Background: an optimization exercise with open tools, aiming at small area. Do not read the settings as production practice. Only simulation tests tie the RTL to the original design; equivalence was not proved. Power is estimated from default activity; no workload was simulated.

== v6 ==
==> flow/design.v <==
module lcdc_encode (
    input  wire [4:0]  code,
    input  wire [15:0] arg,
    output reg  [15:0] bytes,      
    output reg         two_bytes,  
    output reg         long_exec,  
    output reg  [2:0]  cls         
);
    localparam [2:0] C_BASIC = 3'd0, C_EXT = 3'd1, C_SELB = 3'd2, C_SELE = 3'd3,
                     C_SELG  = 3'd4, C_NOACC = 3'd5;
    always @(*) begin
        bytes[7:0] = code[4] ? {2'b10, arg[5:0]} : arg[7:0];
        bytes[15:8] = 8'h00;
        two_bytes = 1'b0;
        long_exec = 1'b0;
        cls       = C_BASIC;
        case (code)
            5'd0: begin  
                bytes[15:8] = arg[15:8];
                two_bytes   = 1'b1;
            end
            5'd1: begin  
                bytes[15:8] = 8'h01;
                long_exec   = 1'b1;
            end
            5'd2:  bytes[15:8] = 8'h02;                           
            5'd3:  bytes[15:8] = {6'b000001, arg[1:0]};           
            5'd4:  bytes[15:8] = {5'b00001, arg[2:0]};            
            5'd5:  bytes[15:8] = {4'b0001, arg[1:0], 2'b00};      
            5'd6:  cls = C_SELB;                                  
            5'd7:  bytes[15:8] = {2'b01, arg[5:0]};               
            5'd8:  bytes[15:8] = {1'b1, arg[6:0]};                
            5'd9:  begin bytes[15:8] = 8'h01; cls = C_EXT; end    
            5'd10: begin bytes[15:8] = 8'h03; cls = C_EXT; end    
            5'd11: begin bytes[15:8] = 8'h02; cls = C_EXT; end    
            5'd12: begin bytes[15:8] = {6'b000001, arg[1:0]}; cls = C_EXT; end  
            5'd13: cls = C_SELE;                                  
            5'd14: cls = C_SELG;                                  
            5'd15: begin bytes[15:8] = {3'b010, arg[4:0]}; cls = C_EXT; end  
            5'd16: begin  
                bytes[15:8] = {4'b1000, arg[11:8]};
                two_bytes   = 1'b1;
                cls         = C_EXT;
            end
            default: cls = C_NOACC;
        endcase
    end
endmodule
module lcdc (
    input  wire        clk,
    input  wire        rst,
    input  wire        tick,
    input  wire        cmd_valid,
    output wire        cmd_ready,
    input  wire [2:0]  cmd_op,
    input  wire [1:0]  cmd_line,
    input  wire [4:0]  cmd_code,
    input  wire [15:0] cmd_arg,
    output reg         done,
    output reg  [15:0] rdata,
    output wire        rs,
    output wire        rw,
    output wire [3:0]  e,
    output wire [3:0]  d_out,
    output wire        d_oe,
    input  wire [3:0]  d_in
);
    localparam OP_EXEC = 3'd0, OP_STATUS = 3'd1, OP_RAMRD = 3'd2, OP_WAIT = 3'd3, OP_INIT = 3'd4;
    localparam [1:0] M_BASIC = 2'b00, M_EXT = 2'b10, M_GRAPH = 2'b11;
    localparam [2:0] C_BASIC = 3'd0, C_EXT = 3'd1, C_SELB = 3'd2, C_SELE = 3'd3,
                     C_SELG  = 3'd4, C_NOACC = 3'd5, C_READ = 3'd6, C_INIT = 3'd7;
    localparam [2:0] S_IDLE  = 3'd0,
                     S_PLAN  = 3'd1,   
                     S_DWAIT = 3'd2,   
                     S_BUS   = 3'd3,   
                     S_TWAIT = 3'd4;   
    reg [2:0]  state;
    reg [2:0]  opc;
    reg [1:0]  line_r;
    reg        acc_two;      
    reg        acc_long;     
    reg [2:0]  init_step;    
    reg [1:0]  nib;          
    reg [1:0]  phase;        
    reg [15:0] sh;           
    reg [10:0] rem [0:3];
    reg [1:0]  mode [0:3];
    wire st_settle = ~init_step[1];                    
    wire st_2      = init_step[1] & ~init_step[2];     
    wire st_3      = init_step[2] & init_step[0];      
    wire st_4      = init_step[2] & ~init_step[0];     
    wire        in_bus  = (state == S_BUS);
    wire [10:0] rem_cur = rem[line_r];
    wire        dl_ok   = (rem_cur == 11'd0);
    wire [1:0]  cur_mode = mode[line_r];
    wire [5:0]  rep     = sh[5:0];
    wire is_read = (opc == C_READ);
    wire is_init = (opc == C_INIT);
    reg        pl_cmd;       
    reg [1:0]  pl_mode;      
    reg        pl_final;     
    always @(*) begin
        pl_cmd   = 1'b0;
        pl_mode  = M_EXT;
        pl_final = 1'b0;
        case (opc)
            C_BASIC: begin
                if (cur_mode == M_GRAPH)      pl_mode = M_EXT;
                else if (cur_mode == M_EXT)   pl_mode = M_BASIC;
                else begin pl_cmd = 1'b1; pl_final = 1'b1; end
            end
            C_EXT: begin
                if (cur_mode == M_BASIC)      pl_mode = M_EXT;
                else begin pl_cmd = 1'b1; pl_final = 1'b1; end
            end
            C_SELB: begin
                if (cur_mode == M_GRAPH)      pl_mode = M_EXT;
                else begin pl_mode = M_BASIC; pl_final = 1'b1; end
            end
            C_SELE: pl_final = 1'b1;
            default: begin  
                if (cur_mode == M_BASIC)      pl_mode = M_EXT;
                else begin pl_mode = M_GRAPH; pl_final = 1'b1; end
            end
        endcase
    end
    wire is_exec = (opc <= C_SELG);
    wire cmd_acc = is_exec & pl_cmd;
    wire sel_acc = is_exec & ~pl_cmd;
    wire two_eff  = acc_two & (is_read | cmd_acc);
    wire long_eff = (cmd_acc & acc_long) | (is_init & st_3);
    reg [3:0] init_nib;
    always @(*) begin
        if (!nib[0])
            init_nib = st_settle ? 4'h2 : 4'h0;
        else
            init_nib = {st_2, st_2 | st_4, st_4, st_3};
    end
    assign cmd_ready = (state == S_IDLE);
    wire   act   = (state != S_IDLE);
    assign rw    = act & is_read;
    assign rs    = act & acc_two & (is_read | (cmd_acc & (opc == C_BASIC)));
    assign d_oe  = ~(in_bus & is_read);
    assign d_out = {4{act}} & (is_init ? init_nib :
                               sel_acc ? (nib[0] ? {1'b0, pl_mode, 1'b0} : 4'h2) :
                               sh[15:12]);
    wire   e_on  = in_bus & phase[0];
    assign e = {4{e_on}} & (4'b0001 << line_r);
    wire [15:0] enc_bytes;
    wire        enc_two, enc_long;
    wire [2:0]  enc_cls;
    lcdc_encode u_enc (
        .code     (cmd_code),
        .arg      (cmd_arg),
        .bytes    (enc_bytes),
        .two_bytes(enc_two),
        .long_exec(enc_long),
        .cls      (enc_cls)
    );
    wire accept   = (state == S_IDLE) & cmd_valid;
    wire comp     = in_bus & (nib == 2'd3) & (phase == 2'b10);
    wire tw_zero  = (state == S_TWAIT) & dl_ok;
    wire tw_done  = tw_zero & (rep == 6'd0);
    wire reload   = tw_zero & (rep != 6'd0) & tick;
    wire init_acc = accept & (cmd_op == OP_INIT);
    wire        ld      = init_acc | reload | comp;
    wire [1:0]  ld_line = (state == S_IDLE) ? cmd_line : line_r;
    wire        sel1600 = (state != S_BUS) | long_eff;
    wire        sel100  = is_init & st_settle;
    wire [10:0] ld_val  = sel1600 ? (tick ? 11'h505 : 11'h282) :    
                          sel100  ? (tick ? 11'h191 : 11'h0c8) :    
                                    (tick ? 11'h7ab : 11'h7d5);     
    integer k;
    always @(posedge clk) begin
        for (k = 0; k < 4; k = k + 1) begin
            if (rst)
                rem[k] <= 11'd0;
            else if (ld && ld_line == k[1:0])
                rem[k] <= ld_val;
            else if (tick && rem[k] != 11'd0)
                rem[k] <= {rem[k][9:0], ~(rem[k][10] ^ rem[k][8])};
        end
    end
    always @(posedge clk) begin
        for (k = 0; k < 4; k = k + 1) begin
            if (rst)
                mode[k] <= M_BASIC;
            else if (line_r == k[1:0]) begin
                if (tw_done)
                    mode[k] <= M_BASIC;
                else if (comp && sel_acc)
                    mode[k] <= pl_mode;
            end
        end
    end
    always @(posedge clk) begin
        if (rst) begin
            state <= S_IDLE;
            done  <= 1'b0;
        end else begin
            done <= 1'b0;
            case (state)
                S_IDLE: if (cmd_valid) begin
                    case (cmd_op)
                        OP_EXEC:             state <= S_PLAN;
                        OP_STATUS, OP_RAMRD,
                        OP_WAIT:             state <= S_DWAIT;
                        OP_INIT:             state <= S_TWAIT;
                        default:             done  <= 1'b1;
                    endcase
                end
                S_PLAN: begin
                    if (opc == C_NOACC) begin
                        done  <= 1'b1;
                        state <= S_IDLE;
                    end else
                        state <= S_DWAIT;
                end
                S_DWAIT: if (dl_ok) begin
                    if (opc == C_NOACC) begin
                        done  <= 1'b1;
                        state <= S_IDLE;
                    end else
                        state <= S_BUS;
                end
                S_TWAIT: if (tw_done) state <= S_DWAIT;
                S_BUS: if (comp) begin
                    if (is_init) begin
                        if (st_settle)
                            state <= S_TWAIT;
                        else if (st_4) begin
                            done  <= 1'b1;
                            state <= S_IDLE;
                        end else
                            state <= S_DWAIT;
                    end else if (is_read || pl_final) begin
                        done  <= 1'b1;
                        state <= S_IDLE;
                    end else
                        state <= S_PLAN;
                end
                default: state <= S_IDLE;
            endcase
        end
    end
    always @(posedge clk) begin
        if (rst || (accept && cmd_op == OP_STATUS))
            rdata <= 16'd0;
        else if (in_bus && is_read && phase == 2'b11)
            rdata <= {rdata[11:0], d_in};
    end
    always @(posedge clk) begin
        if (accept) begin
            line_r    <= cmd_line;
            init_step <= 3'd0;
            case (cmd_op)
                OP_EXEC: begin
                    opc      <= enc_cls;
                    acc_two  <= enc_two;
                    acc_long <= enc_long;
                    sh       <= enc_bytes;
                end
                OP_STATUS, OP_RAMRD: begin
                    opc     <= C_READ;
                    acc_two <= (cmd_op == OP_RAMRD);
                end
                OP_INIT: begin
                    opc <= C_INIT;
                    sh[5:0] <= 6'h33;    
                end
                default: opc <= C_NOACC;
            endcase
        end else begin
            if (comp)
                init_step <= {init_step[1:0], ~init_step[2]};
            if (reload)
                sh[5:0] <= {rep[4:0], ~(rep[5] ^ rep[4])};
            else if (in_bus && cmd_acc && phase == 2'b10)
                sh <= {sh[11:0], 4'h0};
        end
        if (in_bus) begin
            phase <= {phase[0], ~phase[1]};
            if (phase == 2'b10)
                nib <= nib + 2'd1;
        end else begin
            phase <= 2'b00;
            nib   <= {~two_eff, 1'b0};
        end
    end
endmodule
==> flow/config.mk <==
export PLATFORM = sky130hd
export DESIGN_NAME = lcdc
export DESIGN_NICKNAME = lcdc
export VERILOG_FILES = /design/flow/design.v
export SDC_FILE = /design/flow/constraint.sdc
export NUM_CORES = 4
export LEC_CHECK = 0
export CAP_MARGIN = 20
export CORE_MARGIN = 2
export CORE_UTILIZATION = 60
export CTS_BUF_LIST = sky130_fd_sc_hd__clkbuf_8
export SLEW_MARGIN = 20
export BUFFER_PORTS_ARGS = -buffer_cell sky130_fd_sc_hd__buf_1
export CTS_ARGS = -sink_clustering_enable -repair_clock_nets -buf_list sky130_fd_sc_hd__clkbuf_8 -sink_clustering_size 30 -sink_clustering_max_diameter 100 -dont_use_dummy_load
==> flow/constraint.sdc <==
create_clock -name core_clock -period 10.0 [get_ports {clk}]
set_input_delay 2.0000 -clock core_clock [delete_from_list [all_inputs] [get_ports {clk}]]
set_output_delay 2.0000 -clock core_clock [all_outputs]
set_load 0.01 [all_outputs]
standard.sh (not shown) runs the stock make flow with config.mk's settings and CLKGATE_MAP_FILE= SYNTH_SCRIPT=/design/flow/synth_recipe.tcl, a recipe that flattens the netlist after the stock synthesis.
==> flow/flow/run.sh <==
#!/bin/bash
# Layout flow: the standard layout (standard.sh) with three changes.
#  1. Synthesis is the standard flow's synthesis script with one difference: ABC maps the
#     logic with the area-oriented script flow/area.abc instead of ORFS's speed
#     script. ABC runs after the flip-flops are mapped, so the registers, their
#     names and cells are those of the standard synthesis.
#  2. The port buffers use the smallest buffer cell (buf_1).
#  3. The clock tree uses clkbuf_8 and inserts no dummy loads.
# Each step's full output goes to a log file in this folder (synth.log,
# layout.log); ORFS's own per-step logs are under orfs/logs/.
set -euo pipefail
W=$(pwd)
F=$W/flow

# 1. synthesis script
sed "s#^source \$::env(SCRIPTS_DIR)/synth_preamble.tcl\$#&\nlset abc_args 1 $F/area.abc#" \
    "$FLOW_HOME/scripts/synth.tcl" > "$W/synth_area.tcl"
grep -q "^lset abc_args 1 " "$W/synth_area.tcl"
sed "s#^source \$::env(SCRIPTS_DIR)/synth.tcl\$#source $W/synth_area.tcl#" \
    "$W/synth_recipe.tcl" > "$W/area_synth.tcl"
grep -q "synth_area.tcl" "$W/area_synth.tcl"
sed "s#SYNTH_SCRIPT=[^ ]*#SYNTH_SCRIPT=$W/area_synth.tcl#" "$W/standard.sh" > "$W/synth_area.sh"
grep -q "SYNTH_SCRIPT=$W/area_synth.tcl" "$W/synth_area.sh"

# 2. and 3.
cat >> "$W/config.mk" <<'EOC'
export BUFFER_PORTS_ARGS = -buffer_cell sky130_fd_sc_hd__buf_1
export CTS_ARGS = -sink_clustering_enable -repair_clock_nets -buf_list sky130_fd_sc_hd__clkbuf_8 -sink_clustering_size 30 -sink_clustering_max_diameter 100 -dont_use_dummy_load
EOC

bash "$W/synth_area.sh" synth > "$W/synth.log" 2>&1
bash "$W/standard.sh" > "$W/layout.log" 2>&1
==> flow/flow/area.abc <==
strash
&get -n
&fraig -x
&put
scorr
dc2
strash
&get -n
&deepsyn -T 10 
&put
strash
&get -n
&dch -f
&nf -R 1000 -p -F 8 -C 32
&put
For v7, these inputs were changed with respect to v6:
Settings: CTS_ARGS changed from -sink_clustering_enable -repair_clock_nets -buf_list sky130_fd_sc_hd__clkbuf_8 -sink_clustering_size 30 -sink_clustering_max_diameter 100 -dont_use_dummy_load to -sink_clustering_enable -repair_clock_nets -buf_list sky130_fd_sc_hd__clkbuf_8 -dont_use_dummy_load.
-- flow/flow/run.sh --
<<< v6, line 26
cat >> "$W/config.mk" <<'EOC'
export BUFFER_PORTS_ARGS = -buffer_cell sky130_fd_sc_hd__buf_1
export CTS_ARGS = -sink_clustering_enable -repair_clock_nets -buf_list sky130_fd_sc_hd__clkbuf_8 -sink_clustering_size 30 -sink_clustering_max_diameter 100 -dont_use_dummy_load
EOC

>>> v7, line 26
cat >> "$W/config.mk" <<'EOC'
export BUFFER_PORTS_ARGS = -buffer_cell sky130_fd_sc_hd__buf_1
export CTS_ARGS = -sink_clustering_enable -repair_clock_nets -buf_list sky130_fd_sc_hd__clkbuf_8 -dont_use_dummy_load
EOC

--- outcome ---
v7 and v6 ended up with roughly the same post-synthesis async set-or-reset flop share.
v6 -> v7: non-clock buffer count delta 0, exact match
Number of fill cells in the layout: v7 vs v6 — no meaningful difference
v7 -> v6: synthesized area delta 0, exact match
Clock-buffer cell count came out exactly the same in v7 and v6.
As far as power goes, v6 and v7 are indistinguishable; the numbers are identical.
Compared v7 against v6; part of the power in combinational logic within noise.
Number of pins exceeding their max-slew limit in the final report of v7 is on par with v6.
Number of buffer and inverter stages on the critical path: v7 vs v6 — no meaningful difference
Maximum number of pins on one net before global-route repair came out exactly the same in v7 and v6.
From v6 to v7, synthesized cell count did not move at all.

## static timing again, ports no longer ideal
How much do the figures lean on ideal ports? The routed layouts below were timed once more, with nothing changed but the port constraints. Step 1 (the two cells are an assumption about what drives the block):
set clk [get_ports {clk}]
set_driving_cell -lib_cell sky130_fd_sc_hd__clkbuf_16 $clk
set_driving_cell -lib_cell sky130_fd_sc_hd__buf_2 [delete_from_list [all_inputs] $clk]
Step 2 times the ports against the registers' clock, not the clock port: input delays grow and output delays shrink by t, the midpoint of the rising clock arrivals with the driver on. Slacks: ideal ports / drivers / drivers and shift; pairs: ideal ports / drivers.
| run | shift t [ns] | setup slack, ns | worst hold slack (ns) |
|---|---|---|---|
| v6 | 0.388 | 4.469 / 4.436 / 4.602 | 0.478 / 0.478 / 0.478 |
| v7 | 0.388 | 4.469 / 4.436 / 4.602 | 0.478 / 0.478 / 0.478 |
After both steps setup and hold are still met in every run listed.
